This design comes from an exercise in tuning for small area, a short achievable clock period and few clock cycles per item on the open sky130 flow, not from production work.
In this exercise RTL edits were held to simulation tests only and were not proved equivalent to the original.
Power figures rest on the tool's default switching activity, not on a simulated workload.

==> flow/design.v (excerpt) <==
module ddc_decoder (
    input  wire        clk,
    input  wire        rst,               
    input  wire [1:0]  cfg_channels,      
    input  wire [5:0]  cfg_block_bits,    
    input  wire [5:0]  cfg_bpc0,          
    input  wire [5:0]  cfg_bpc1,
    input  wire [5:0]  cfg_bpc2,
    input  wire [5:0]  cfg_bpm0,          
    input  wire [5:0]  cfg_bpm1,
    input  wire [5:0]  cfg_bpm2,
    input  wire        cfg_high_adaptive,
    input  wire [14:0] cfg_chunk_size,    
    input  wire        cmd_valid,
    input  wire [1:0]  cmd_op,            
    input  wire [31:0] cmd_count,
    output reg         busy,
    output wire        src_req,
    output wire [15:0] src_chunk,
    output wire [14:0] src_off,
    input  wire        src_ack,
    input  wire [7:0]  src_data,
    output reg         frm_valid,
    output wire [63:0] frm_data,
    input  wire        frm_ready
);
For scale: roughly 3400 cells after synthesis, roughly 420 flip-flops, roughly 210 I/O pins, about 31000 um2 of cells after synthesis.
export LEC_CHECK = 0
export CAP_MARGIN = 20
export CORE_MARGIN = 2
export CORE_UTILIZATION = 40
export CTS_CLUSTER_DIAMETER = 80
export CTS_CLUSTER_SIZE = 30
export PLACE_DENSITY = 0.6
export SETUP_SLACK_MARGIN = 5
export SLEW_MARGIN = 20
export TNS_END_PERCENT = 0
create_clock -name core_clock -period 12.0 [get_ports {clk}]
standard.sh (not shown) runs the stock make flow with config.mk's settings and CLKGATE_MAP_FILE= SYNTH_SCRIPT=/design/flow/synth_recipe.tcl, a recipe that flattens the netlist after the stock synthesis.
==> flow/flow/run.sh <==
#!/bin/bash
set -euo pipefail
MARGIN=$(cat flow/setup_margin)
export BUFFER_PORTS_ARGS="-buffer_cell $(cat flow/port_buffer)"
sed -E "s/SETUP_SLACK_MARGIN=[0-9.]+/SETUP_SLACK_MARGIN=${MARGIN}/" standard.sh > standard_margin.sh
grep -q "SETUP_SLACK_MARGIN=${MARGIN}" standard_margin.sh
bash standard_margin.sh > make_flow.log 2>&1 || { tail -40 make_flow.log; exit 1; }
grep -q "Inserted .* $(cat flow/port_buffer) input buffers" orfs/logs/*/ddc_decoder/base/3_3_place_gp.log
tail -5 make_flow.log
==> flow/flow/port_buffer <==
sky130_fd_sc_hd__buf_1
==> flow/flow/setup_margin <==
7.3
Testbench counts at the start, summed over its fixed seeds: cycles 96,132, frames 28,800.
Edit:
--- a/flow/design.v
+++ b/flow/design.v
@@ -128,31 +128,27 @@
     endfunction
     function last_of;
         input [1:0] i;
         last_of = (i == 2'd0) ? (cfg_channels <= 2'd1) :
                   (i == 2'd1) ? (cfg_channels <= 2'd2) : 1'b1;
     endfunction
-    reg        fold_q;          
-    always @(posedge clk) begin
-        bb_q   <= cfg_block_bits;
-        fold_q <= (cfg_channels >= 2'd2) && (cfg_bpc1 <= 6'd16);
-    end
+    always @(posedge clk)
+        bb_q <= cfg_block_bits;
     wire        fill;
     wire [39:0] acc;
     reg         room;
     ddc_bit_reader u_reader (
         .clk(clk), .rst(rst), .clr(cmd_reset),
         .chunk_size(cfg_chunk_size), .room(room),
         .fill(fill), .acc(acc),
         .src_req(src_req), .src_chunk(src_chunk), .src_off(src_off),
         .src_ack(src_ack), .src_data(src_data)
     );
     wire        stall = (phase == P_CHAN) && frm_valid && !frm_ready;
     reg         pre_done;
-    reg         fold_r;         
-    wire        pre   = (phase == P_CHAN) && (c != 2'd0) && bpc_m1[4] && !pre_done && active && !fold_r;
+    wire        pre   = (phase == P_CHAN) && (c != 2'd0) && bpc_m1[4] && !pre_done && active;
     wire        step  = fld_ok && active && !stall && !pre;
     wire [31:0] mask_n  = ~(32'hFFFFFFFF << n_r);            
     wire [31:0] mask_n1 = {1'b0, mask_n[31:1]};              
     wire [31:0] half    = mask_n ^ mask_n1;                  
     wire [6:0]  m       = fld[6:0];
     wire [6:0]  bpc7    = {1'b0, bpc_r};
@@ -174,23 +170,19 @@
     wire [31:0] add_a = chan ? base_c : 32'd0;
     wire [31:0] add_b = (phase == P_METH) ? 32'd0 :
                         rd_adapt ? ((fld & mask_n1) | (~mask_n1 & {32{~fld_top}})) : fld;
     wire [31:0] sum   = add_a + add_b;
     wire [31:0] value = (rd_adapt && b_lo) ? fld :
                         (rd_adapt && b_hi) ? (max_start | fld) : sum;
-    wire [63:0] out_src = fold_r ? {32'd0, base[0]} : out_acc;
-    wire [63:0] out_sh1 = {out_src[62:0], 1'b0};
+    wire [63:0] out_sh1 = {out_acc[62:0], 1'b0};
     wire [3:0]  amt4    = pre ? 4'd15 : bpc_m1[3:0];
     wire [63:0] shifted = (c == 2'd0) ? 64'd0 : (out_sh1 << amt4);
     wire [63:0] packd   = shifted | {32'd0, value};
     reg  [5:0]  n_k, n_b;
     reg  [1:0]  phase_n, c_n;
     reg         first_n;
-    wire        fold_first = fold_q && (adapt[0] || (width[0] == 6'd0));
-    wire        fold_later = fold_q && (width[0] == 6'd0);
-    wire [5:0]  n1_first   = adapt[1] ? 6'd0 : width[1];
     always @(*) begin
         n_k     = 6'd0;
         phase_n = phase;
         c_n     = c;
         first_n = first_frame;
         case (phase)
@@ -198,35 +190,32 @@
                 n_b     = bpm_nx;
                 phase_n = P_METH;
                 c_n     = 2'd0;
             end
             P_METH: begin
                 n_b = bpc_r;
-                n_k = !last_r ? bpm_nx :
-                      fold_first ? ((c == 2'd1) ? 6'd0 : n1_first) :
-                      (((c == 2'd0) || adapt[0]) ? 6'd0 : width[0]);
+                n_k = last_r ? (((c == 2'd0) || adapt[0]) ? 6'd0 : width[0]) : bpm_nx;
                 if (m_const) begin
                     phase_n = last_r ? P_CHAN : P_METH;
-                    c_n     = last_r ? {1'b0, fold_first} : c + 2'd1;
+                    c_n     = last_r ? 2'd0 : c + 2'd1;
                     first_n = last_r ? 1'b1 : first_frame;
                 end else begin
                     phase_n = P_BASE;
                 end
             end
             P_BASE: begin
-                n_b     = !last_r ? bpm_nx :
-                          fold_first ? n1_first : (adapt[0] ? 6'd0 : width[0]);
+                n_b     = last_r ? (adapt[0] ? 6'd0 : width[0]) : bpm_nx;
                 phase_n = last_r ? P_CHAN : P_METH;
-                c_n     = last_r ? {1'b0, fold_first} : c + 2'd1;
+                c_n     = last_r ? 2'd0 : c + 2'd1;
                 first_n = last_r ? 1'b1 : first_frame;
             end
             default: begin
-                n_b     = last_r ? (run_zero ? bb_q : fold_later ? width[1] : width[0]) :
+                n_b     = last_r ? (run_zero ? bb_q : width[0]) :
                           (first_frame && adapt[c + 2'd1]) ? 6'd0 : width[c + 2'd1];
                 phase_n = (last_r && run_zero) ? P_RUN : P_CHAN;
-                c_n     = last_r ? {1'b0, !run_zero && fold_later} : c + 2'd1;
+                c_n     = last_r ? 2'd0 : c + 2'd1;
                 first_n = last_r ? 1'b0 : first_frame;
             end
         endcase
     end
     wire       is_k = (phase == P_METH) && m_const;
     wire [6:0]  pos_k   = pos - {1'b0, n_k};
@@ -306,20 +295,12 @@
     wire base_we = (phase == P_METH) ? m_const :
                    (phase == P_BASE) ? 1'b1 :
                    chan ? rd_adapt : 1'b0;
     always @(posedge clk)
         if (step && base_we)
             base[c] <= value;
-    wire fold_nx = (phase_n == P_CHAN) && (c_n == 2'd1) &&
-                   ((phase != P_CHAN) || last_r);
-    always @(posedge clk) begin
-        if (rst || cmd_reset)
-            fold_r <= 1'b0;
-        else if (step)
-            fold_r <= fold_nx;
-    end
     always @(posedge clk) begin
         if (rst)
             pre_done <= 1'b0;
         else if (pre)
             pre_done <= 1'b1;
         else if (step)
=>
- first-iteration DRC count falls by 24%
- register-to-register slack is better by 110 ps
- die area falls by 5.7%
- power falls by 2.8%
- via count falls by 7.9%
- utilization is about the same
- design area falls by 5.8%
- synthesized cell count falls by 6.4%
- clock skew falls by 8.3 ps
- sequential share of layout area rises by 1.2 points
- setup slack is better by 110 ps
- global-route usage falls by 0.54 points
Testbench counts after the change, summed over its fixed seeds: cycles 101,242, frames 28,800.

afterwards: timing with drivers on the ports:
No port has a modelled driver above. Below, the same layouts with a new extraction and two added sets of constraints.
Step 1 (the two cells are an assumption about what drives the block):
set clk [get_ports {clk}]
set_driving_cell -lib_cell sky130_fd_sc_hd__clkbuf_16 $clk
set_driving_cell -lib_cell sky130_fd_sc_hd__buf_2 [delete_from_list [all_inputs] $clk]
Step 2 moves the port delays by t, midway between the first and last clock arrival at a register: inputs arrive t later, outputs are due t later. That takes back most of the time a late clock gives input paths.
a / b / c = ideal ports / drivers / drivers and shift; a / b = the first two.
run | shift t [ns] | setup slack, ns | hold WS [ns] | worst setup path after step 2 | clock arrival spread, ns
the first run | 0.685 | 7.134 / 7.134 / 6.787 | 0.466 / 0.466 / 0.466 | input to register | 0.051 / 0.052
the second run | 0.689 | 7.244 / 7.244 / 6.822 | 0.476 / 0.476 / 0.476 | input to register | 0.039 / 0.039
After both steps every run listed still meets setup and hold. For the second run, which loses most, drivers alone change the setup slack by 0.000 ns; drivers and shift together by -0.422 ns.
